From an optimization exercise on the open Yosys and OpenROAD flow, aimed at a short achievable clock period and few clock cycles; shortcuts taken in it are not production practice.
Only simulation tests tie the RTL to the original design; equivalence was not proved.
No activity file was given, so power comes from the tool's default toggle rates.

==> config.mk <==
export PLATFORM = sky130hd
export DESIGN_NAME = t1_block_enc
export DESIGN_NICKNAME = t1_block_enc
export VERILOG_FILES = /design/flow/design.v
export SDC_FILE = /design/flow/constraint.sdc
export NUM_CORES = 4
export LEC_CHECK = 0
export CAP_MARGIN = 20
export CORE_MARGIN = 2
export CORE_UTILIZATION = 30
export PLACE_DENSITY = 0.45
export SLEW_MARGIN = 20
==> run.sh <==
#!/bin/bash
# synth_recipe.tcl (not shown) runs the flow's synth.tcl, then flattens the netlist and writes it again
# the make line also repeats each setting of config.mk as NAME=value (left out here)
make -C /OpenROAD-flow-scripts/flow DESIGN_CONFIG=/design/flow/config.mk WORK_HOME=/design/flow/orfs CLKGATE_MAP_FILE= SYNTH_SCRIPT=/design/flow/synth_recipe.tcl finish
==> constraint.sdc <==
create_clock -name core_clock -period 12.0 [get_ports {clk}]
set_input_delay 2.4000 -clock core_clock [delete_from_list [all_inputs] [get_ports {clk}]]
set_output_delay 2.4000 -clock core_clock [all_outputs]
set_load 0.01 [all_outputs]
==> design.v <==
module t1_block_enc (
    input  wire       clk,
    input  wire       rst,           
    input  wire       wr_en,
    input  wire [2:0] wr_x,
    input  wire [2:0] wr_y,
    input  wire [9:0] wr_mag,
    input  wire       wr_sign,       
    input  wire       start,
    input  wire [3:0] cfg_w,         
    input  wire [3:0] cfg_h,         
    input  wire [1:0] cfg_orient,    
    output wire       busy,
    output reg  [3:0] nbp,           
    output reg        out_valid,
    input  wire       out_ready,
    output reg  [4:0] out_ctx,       
    output reg        out_bit,
    output reg        out_end        
);
    localparam S_IDLE = 3'd0;
    localparam S_PREP = 3'd1;
    localparam S_CELL = 3'd2;
    localparam S_SIGN = 3'd3;
    localparam S_RL   = 3'd4;
    localparam S_UNI1 = 3'd5;
    localparam S_UNI2 = 3'd6;
    localparam S_END  = 3'd7;
    localparam K_SPP = 2'd0;
    localparam K_MRP = 2'd1;
    localparam K_CUP = 2'd2;
    reg [9:0] mag  [0:63];
    reg       sgn  [0:63];
    reg       sig  [0:63];
    reg       vis  [0:63];
    reg       refd [0:63];
    reg [2:0] state;
    reg [1:0] kind;
    reg [3:0] plane;
    reg [2:0] cx;           
    reg [2:0] cy0;          
    reg [1:0] cr;           
    reg [2:0] rlen;         
    reg [3:0] w, h;
    reg [1:0] orient;
    assign busy = (state != S_IDLE);
    wire [2:0] cy = cy0 + {1'b0, cr};
    function automatic [11:0] nbr_flags(input [2:0] x, input [2:0] y);
        reg n, s, e, ww, ne, nw, se, sw;
        reg sn, ss, se_, sww;
        begin
            n   = (y != 3'd0)  ? sig[{y - 3'd1, x}] : 1'b0;
            s   = (y != 3'd7) ? sig[{y + 3'd1, x}] : 1'b0;
            e   = (x != 3'd7) ? sig[{y, x + 3'd1}] : 1'b0;
            ww  = (x != 3'd0)  ? sig[{y, x - 3'd1}] : 1'b0;
            ne  = (y != 3'd0  && x != 3'd7) ? sig[{y - 3'd1, x + 3'd1}] : 1'b0;
            nw  = (y != 3'd0  && x != 3'd0)  ? sig[{y - 3'd1, x - 3'd1}] : 1'b0;
            se  = (y != 3'd7 && x != 3'd7) ? sig[{y + 3'd1, x + 3'd1}] : 1'b0;
            sw  = (y != 3'd7 && x != 3'd0)  ? sig[{y + 3'd1, x - 3'd1}] : 1'b0;
            sn  = n  & ((y != 3'd0)  ? sgn[{y - 3'd1, x}] : 1'b0);
            ss  = s  & ((y != 3'd7) ? sgn[{y + 3'd1, x}] : 1'b0);
            sww = ww & ((x != 3'd0)  ? sgn[{y, x - 3'd1}] : 1'b0);
            se_ = e  & ((x != 3'd7) ? sgn[{y, x + 3'd1}] : 1'b0);
            nbr_flags = {se_, sww, ss, sn, sw, se, nw, ne, s, ww, e, n};
        end
    endfunction
    function automatic [4:0] sig_ctx(input [7:0] b, input [1:0] o);
        reg [1:0] hc, vc, a, c;
        reg [2:0] d, hv;
        begin
            hc = {1'b0, b[1]} + {1'b0, b[2]};
            vc = {1'b0, b[0]} + {1'b0, b[3]};
            d  = {2'b0, b[4]} + {2'b0, b[5]} + {2'b0, b[6]} + {2'b0, b[7]};
            if (o == 2'd3) begin
                hv = {1'b0, hc} + {1'b0, vc};
                if (d >= 3'd3)                 sig_ctx = 5'd8;
                else if (d == 3'd2)            sig_ctx = (hv >= 3'd1) ? 5'd7 : 5'd6;
                else if (d == 3'd1)            sig_ctx = (hv >= 3'd2) ? 5'd5 : (hv == 3'd1) ? 5'd4 : 5'd3;
                else                           sig_ctx = (hv >= 3'd2) ? 5'd2 : (hv == 3'd1) ? 5'd1 : 5'd0;
            end else begin
                if (o == 2'd1) begin a = vc; c = hc; end
                else           begin a = hc; c = vc; end
                if (a == 2'd2)                 sig_ctx = 5'd8;
                else if (a == 2'd1)            sig_ctx = (c != 2'd0) ? 5'd7 : (d != 3'd0) ? 5'd6 : 5'd5;
                else if (c == 2'd2)            sig_ctx = 5'd4;
                else if (c == 2'd1)            sig_ctx = 5'd3;
                else                           sig_ctx = (d >= 3'd2) ? 5'd2 : (d == 3'd1) ? 5'd1 : 5'd0;
            end
        end
    endfunction
    function automatic [5:0] sgn_ctx(input [11:0] f);
        reg [2:0] hs, vs;    
        reg [1:0] hcl, vcl;  
        reg [4:0] lab;
        reg       xb;
        begin
            hs = (f[1] ? (f[11] ? 3'b111 : 3'b001) : 3'b000)
               + (f[2] ? (f[10] ? 3'b111 : 3'b001) : 3'b000);
            vs = (f[0] ? (f[8]  ? 3'b111 : 3'b001) : 3'b000)
               + (f[3] ? (f[9]  ? 3'b111 : 3'b001) : 3'b000);
            hcl = (hs == 3'b000) ? 2'b00 : hs[2] ? 2'b11 : 2'b01;
            vcl = (vs == 3'b000) ? 2'b00 : vs[2] ? 2'b11 : 2'b01;
            if (hcl == 2'b00) begin
                lab = (vcl == 2'b00) ? 5'd9 : 5'd10;
                xb  = (vcl == 2'b11);
            end else begin
                lab = (vcl == 2'b00) ? 5'd12 : (vcl == hcl) ? 5'd13 : 5'd11;
                xb  = (hcl == 2'b11);
            end
            sgn_ctx = {xb, lab};
        end
    endfunction
    wire [5:0]  cidx   = {cy, cx};
    wire [11:0] cf     = nbr_flags(cx, cy);
    wire        c_sig  = sig[cidx];
    wire        c_vis  = vis[cidx];
    wire        c_ref  = refd[cidx];
    wire        c_sgn  = sgn[cidx];
    wire        c_bit  = mag[cidx][plane];
    wire [4:0]  c_sctx = sig_ctx(cf[7:0], orient);
    wire [5:0]  c_gctx = sgn_ctx(cf);
    wire [4:0]  c_rctx = c_ref ? 5'd16 : (cf[7:0] != 8'd0) ? 5'd15 : 5'd14;
    wire        col_full = ({1'b0, cy0} + 4'd3) < h;
    reg         col_rl;
    reg  [2:0]  col_rlen;
    reg  [11:0] kf;
    reg  [2:0]  ky;
    integer     k;
    always @(*) begin
        col_rl   = col_full;
        col_rlen = 3'd4;
        for (k = 3; k >= 0; k = k - 1) begin
            ky = cy0 + k[2:0];
            kf = nbr_flags(cx, ky);
            if (col_full) begin
                if (sig[{ky, cx}] || vis[{ky, cx}] || kf[7:0] != 8'd0)
                    col_rl = 1'b0;
                if (mag[{ky, cx}][plane])
                    col_rlen = k[2:0];
            end
        end
    end
    wire        last_row  = (cr == 2'd3) || ({1'b0, cy} + 4'd1 >= h);
    wire        last_col  = ({1'b0, cx} + 4'd1 >= w);
    wire        last_strp = ({1'b0, cy0} + 4'd4 >= h);
    wire        last_cell = last_row && last_col && last_strp;
    reg  [9:0]  mag_or;
    reg  [3:0]  nbp_calc;
    integer     ix, iy;
    always @(*) begin
        mag_or = 10'd0;
        for (iy = 0; iy < 8; iy = iy + 1)
            for (ix = 0; ix < 8; ix = ix + 1)
                if (ix < w && iy < h)
                    mag_or = mag_or | mag[iy * 8 + ix];
        nbp_calc = 4'd0;
        for (ix = 0; ix < 10; ix = ix + 1)
            if (mag_or[ix]) nbp_calc = ix[3:0] + 4'd1;
    end
    reg cell_emit;
    always @(*) begin
        out_valid = 1'b0;
        out_ctx   = 5'd0;
        out_bit   = 1'b0;
        out_end   = 1'b0;
        cell_emit = 1'b0;
        case (state)
            S_CELL: begin
                case (kind)
                    K_SPP: cell_emit = !c_sig && !c_vis && (cf[7:0] != 8'd0);
                    K_MRP: cell_emit = c_sig && !c_vis;
                    default: cell_emit = !(cr == 2'd0 && col_rl) && !c_sig && !c_vis;
                endcase
                out_valid = cell_emit;
                out_ctx   = (kind == K_MRP) ? c_rctx : c_sctx;
                out_bit   = c_bit;
            end
            S_SIGN: begin
                out_valid = 1'b1;
                out_ctx   = c_gctx[4:0];
                out_bit   = c_sgn ^ c_gctx[5];
            end
            S_RL: begin
                out_valid = 1'b1;
                out_ctx   = 5'd18;
                out_bit   = (col_rlen != 3'd4);
            end
            S_UNI1: begin
                out_valid = 1'b1;
                out_ctx   = 5'd17;
                out_bit   = rlen[1];
            end
            S_UNI2: begin
                out_valid = 1'b1;
                out_ctx   = 5'd17;
                out_bit   = rlen[0];
            end
            S_END: begin
                out_valid = 1'b1;
                out_ctx   = {3'd0, kind};
                out_end   = 1'b1;
            end
            default: ;
        endcase
    end
    wire fire = out_valid && out_ready;
    task automatic advance;
        begin
            if (last_cell) begin
                state <= S_END;
            end else begin
                state <= S_CELL;
                if (!last_row) begin
                    cr <= cr + 2'd1;
                end else if (!last_col) begin
                    cr <= 2'd0;
                    cx <= cx + 3'd1;
                end else begin
                    cr  <= 2'd0;
                    cx  <= 3'd0;
                    cy0 <= cy0 + 3'd4;
                end
            end
        end
    endtask
    task automatic next_column;
        begin
            cr <= 2'd0;
            if (last_col && last_strp) begin
                state <= S_END;
            end else if (!last_col) begin
                state <= S_CELL;
                cx    <= cx + 3'd1;
            end else begin
                state <= S_CELL;
                cx    <= 3'd0;
                cy0   <= cy0 + 3'd4;
            end
        end
    endtask
    integer i;
    always @(posedge clk) begin
        if (rst) begin
            state <= S_IDLE;
            nbp   <= 4'd0;
            kind  <= K_CUP;
            plane <= 4'd0;
            cx    <= 3'd0;
            cy0   <= 3'd0;
            cr    <= 2'd0;
            rlen  <= 3'd0;
            w     <= 4'd1;
            h     <= 4'd1;
            orient <= 2'd0;
        end else begin
            case (state)
                S_IDLE: begin
                    if (wr_en) begin
                        mag[{wr_y, wr_x}] <= wr_mag;
                        sgn[{wr_y, wr_x}] <= wr_sign;
                    end
                    if (start) begin
                        w      <= cfg_w;
                        h      <= cfg_h;
                        orient <= cfg_orient;
                        state  <= S_PREP;
                    end
                end
                S_PREP: begin
                    nbp   <= nbp_calc;
                    kind  <= K_CUP;
                    plane <= nbp_calc - 4'd1;
                    cx    <= 3'd0;
                    cy0   <= 3'd0;
                    cr    <= 2'd0;
                    state <= (nbp_calc == 4'd0) ? S_IDLE : S_CELL;
                end
                S_CELL: begin
                    case (kind)
                        K_SPP: begin
                            if (!cell_emit) advance();
                            else if (fire) begin
                                vis[cidx] <= 1'b1;
                                if (c_bit) state <= S_SIGN;
                                else       advance();
                            end
                        end
                        K_MRP: begin
                            if (!cell_emit) advance();
                            else if (fire) begin
                                refd[cidx] <= 1'b1;
                                advance();
                            end
                        end
                        default: begin
                            if (cr == 2'd0 && col_rl) begin
                                state <= S_RL;
                            end else if (!cell_emit) begin
                                vis[cidx] <= 1'b0;
                                advance();
                            end else if (fire) begin
                                if (c_bit) state <= S_SIGN;
                                else begin
                                    vis[cidx] <= 1'b0;
                                    advance();
                                end
                            end
                        end
                    endcase
                end
                S_SIGN: begin
                    if (fire) begin
                        sig[cidx] <= 1'b1;
                        if (kind == K_CUP) vis[cidx] <= 1'b0;
                        advance();
                    end
                end
                S_RL: begin
                    if (fire) begin
                        rlen <= col_rlen;
                        if (col_rlen == 3'd4) begin
                            next_column();
                        end else begin
                            state <= S_UNI1;
                        end
                    end
                end
                S_UNI1: if (fire) state <= S_UNI2;
                S_UNI2: begin
                    if (fire) begin
                        cr    <= rlen[1:0];
                        state <= S_SIGN;
                    end
                end
                S_END: begin
                    if (fire) begin
                        cx  <= 3'd0;
                        cy0 <= 3'd0;
                        cr  <= 2'd0;
                        case (kind)
                            K_SPP: begin kind <= K_MRP; state <= S_CELL; end
                            K_MRP: begin kind <= K_CUP; state <= S_CELL; end
                            default: begin
                                if (plane == 4'd0) state <= S_IDLE;
                                else begin
                                    plane <= plane - 4'd1;
                                    kind  <= K_SPP;
                                    state <= S_CELL;
                                end
                            end
                        endcase
                    end
                end
                default: state <= S_IDLE;
            endcase
        end
        if (!rst && state == S_IDLE && start) begin
            for (i = 0; i < 64; i = i + 1) begin
                sig[i]  <= 1'b0;
                vis[i]  <= 1'b0;
                refd[i] <= 1'b0;
            end
        end
    end
endmodule
==> run summary <==
==> stage by stage <==
step                      utilization (%)  area (um^2)  instances
after global placement               32.4        62500       7563
final                                34.5        66500       7797
after CTS                            34.5        66500       7780
after detailed placement             32.5        62600       7569
after global routing                 34.5        66500       7782
after floorplan                         -        58300       5186
==> synth_stat cells, drive strengths merged (81+ instances only) <==
cell / number
a31oi: 111
a22oi: 237
mux4: 301
a32o: 83
mux2: 81
buf: 218
a21oi: 291
nand3: 105
nand2: 324
nor2: 417
edfxtp: 704
o21ai: 143
nor3: 110
mux2i: 292
clkbuf: 256
dfxtp: 231
a311oi: 81
==> logic make-up (layout without fill, tap and decap cells) <==
| kind of cell | after synthesis | count (layout) | share of synthesized area [%] |
|---|---|---|---|
| buf+inv | 534 | 604 | 4.25 |
| compound gates | 1643 | 1643 | 20.8 |
| mux | 674 | 674 | 18.2 |
| xor+xnor | 10 | 10 | 0.163 |
| flops | 935 | 935 | 44.2 |
| fa+ha+maj | 62 | 62 | 1.37 |
| simple gates | 1328 | 1328 | 11.0 |
| other cells | 0 | 15 | 0 |
==> metal layers <==
metal	share of wire, %	up-vias	routed length (um)	global-route usage, %
li1	-	21193	-	-
met1	38	28913	151000	49.1
met2	42	4554	166000	56.9
met3	12	1199	47400	13.3
met4	8.2	32	32800	25.3
met5	0.066	-	261	0
==> final timing paths <==
path / end / slack, ps / depth (start not counted)
worst min-delay path: nbp[0] / 460 / 2
worst max-delay path: out_ctx[1] / 1590 / 17
worst min register to register: nbp[0] / 460 / 2
worst max register to register: vis[53] / 4490 / 15
==> layout make-up <==
cell class                 count  area (um^2)
fill                       19106       126000
inverter                      60          228
clock inverter                73          921
clock buffer                 138         2960
antenna                       15         37.5
tap                         2526         3160
timing repair buffer         333         2680
multi-input combinational   3717        30700
sequential                   935        25800
==> sequential cells by signal, indices dropped and copies added, names as in the netlist, named ones only <==
register,cells
mag,640
w,4
state,3
kind,2
refd,64
sig,64
sgn,64
nbp,4
cr,2
plane,4
cy0,3
cx,3
h,4
vis,64
rlen,2
orient,2
==> power by group through the flow <==
stage          clock [W]  sequential [W]  combinational (W)
6_report         0.00370         0.00364            0.00636
5_1_grt          0.00384         0.00364            0.00631
4_1_cts          0.00373         0.00364            0.00603
3_5_place_dp           0         0.00371            0.00602
3_3_place_gp           0         0.00371            0.00606
2_1_floorplan          0         0.00360            0.00309
==> critical path, stage by stage (launching register included) <==
cell and delay (ps):
dfxtp_4 670, buf_4 640, nand2b_1 720, nor2_4 260, buf_4 490, a22oi_1 160, and3_1 280, a21oi_1 810
mux2i_1 220, o21ai_0 280, buf_4 160, nand2_1 70, fa_1 460, nor3b_1 370, ha_1 340, or3_1 370
a221o_1 380, clkdlybuf4s50_1 490
==> out/metrics.csv <==
stage;metric;value;unit
worst_setup_path;Reg2Reg Launch Point;cx[0];
timing;endpoints failing setup;0;
global_route;first-pass GRT wire length;517;mm
global_route;vias in the first global route;51401;
pwr;Sequential Power Share;26.6;%
timing;post-route clock period utilization;86.8;%
synthesis;top cell type's share of synthesized area;36.3;%
floorplan;core footprint;193000;um^2
pwr;pwr/cell area;206;nW/um^2
cts;Worst-Skew Late Latency;820;ps
timing;Final Max Slew Viols;0;
timing;setup_tns;0;ps
drt;routed vias;55891;
cts;post_cts resized;0;
cts;Max Buffers Root-to-Sink;3;
drt;DR iter-0 viols;9633;
cts;CTS tree;yes;
worst_setup_path;CP Launch Type;flop;
cts;CTS sink count;935;
timing;worst slew pin tran;1290;ps
timing;Rel. slew slack;12.1;%
floorplan;die area;198000;um^2
drt;DRT Wirelength;397;mm
job;max cap viols;0;
cts;Hold Buf Count CTS;0;
synthesis;Distinct cells, synth;107;
cts;setup repair bufs after CTS;0;
cells_and_area;commonest non-fill, non-tap cell in the layout;edfxtp_1;
min_path;HP Class;flop to flop;
placed_design;Final HPWL DP;289;mm
cells_and_area;commonest non-fill, non-tap cells in the layout;704 x edfxtp_1, 348 x nor2_1, 320 x nand2_1;
timing;Fin Hold WS;459;ps
cells_and_area;ratio of cells with drive above 1 in the final layout;20.2;%
placed_design;I/O Buffers;44;
synthesis;syn nets;5274;
cts;Clock transition at path regs;60;ps
pwr;Switching Share;46.1;%
synthesis;Mapped Area;58300;um^2
pwr;combinational power share;46.4;%
floorplan;Starting Density;30.2;%
worst_setup_path;Critical Path End Type;output pin;
synthesis;cell taking the most area after synthesis;edfxtp_1;
placed_design;routability cong.;1.06;
floorplan;Core Rows;161;
timing;fin crit period;10410;ps
worst_setup_path;critical path type;flop to output pin;
synthesis;Area contributors post-synth;edfxtp_1 36%, mux4_2 12%, dfxtp_1 7.9%;
cts;CTS Buf Count;112;
cts;htree depth;3;
cells_and_area;Final nets;5247;
pwr;Sw Pwr;0.00632;W
floorplan;IO Pins;45;
timing;Fmax;96.0;MHz
drt;routed vias/inst;7.17;
global_route;GR Overflow Total;0;
pwr;Leak;20.3;nW
drt;wire per inst;51.0;um
timing;hold violation total from the final report;0;
floorplan;Die X-Extent;445;um
synthesis;syn_area_per_cell;11.2;um^2
global_route;largest net degree at the start of global routing;102;
run_status;outcome;complete, no violations;
worst_setup_path;CP Max Fanout;39;
synthesis;Seq/Total Area, Yosys;44.2;%
synthesis;Post-synth ARST share;0;%
cells_and_area;Area Growth Syn to Fin;14.1;%
synthesis;Yosys Warn Count;1;
floorplan;Die Ht;445;um
global_route;initial antenna violation count;33;
worst_setup_path;crit path from;cx[0];
pwr;Overall Power;0.0137;W
synthesis;FF+latch count, synth;935;
pwr;Clk pwr share;27.0;%
drt;Pre-Repair DR Iteration Count;8;
cts;Root Driver;clkbuf_16;
drt;DRT antenna net count;0;
global_route;Tot GR Track Use;39.0;%
synthesis;Post-synth EDFFs;704;
worst_setup_path;Worst EP required;9600;ps
worst_setup_path;critical path arrival;8010;ps
synthesis;Post-Syn Instances;5186;
drt;number of remaining DRC errors;0;
min_path;hold_sp;nbp[0];
placed_design;pre-CTS WS;2420;ps
timing;Worst Slack Setup Final;1590;ps
pwr;worst vdd ir;0.119;mV
timing;clk_skew;62.3;ps
pwr;P_int;0.00738;W
synthesis;ys flop type;edfxtp_1;
timing;RSZ-0062 raised after global routing;no;
Testbench counts, summed over its fixed seeds: cycles 311,801.

[static timing again, ports no longer ideal]
The results above use ideal ports. As a check the final layout listed here was re-extracted and re-timed, cells and wires unchanged.
Step 1 sets driving cells, clkbuf_16 on the clock port and buf_2 on the other inputs (assumed; they add their load-dependent delay and slew).
Step 2 adds t to the input delays and takes it off the output delays; t is the mean of the earliest and latest rising clock arrival at the registers after step 1. Input paths then give back, and output paths get back, about the clock's delay inside the block.
Slacks: ideal ports / drivers / drivers and shift; pairs: ideal ports / drivers.
t, ns: 0.883
setup WS [ns]: 1.589 / 1.491 / 2.373
cell pins on the clock port's net: 1
After both steps setup and hold are still met in this run. For this run, drivers alone change the setup slack by -0.098 ns; drivers and shift together by +0.784 ns.
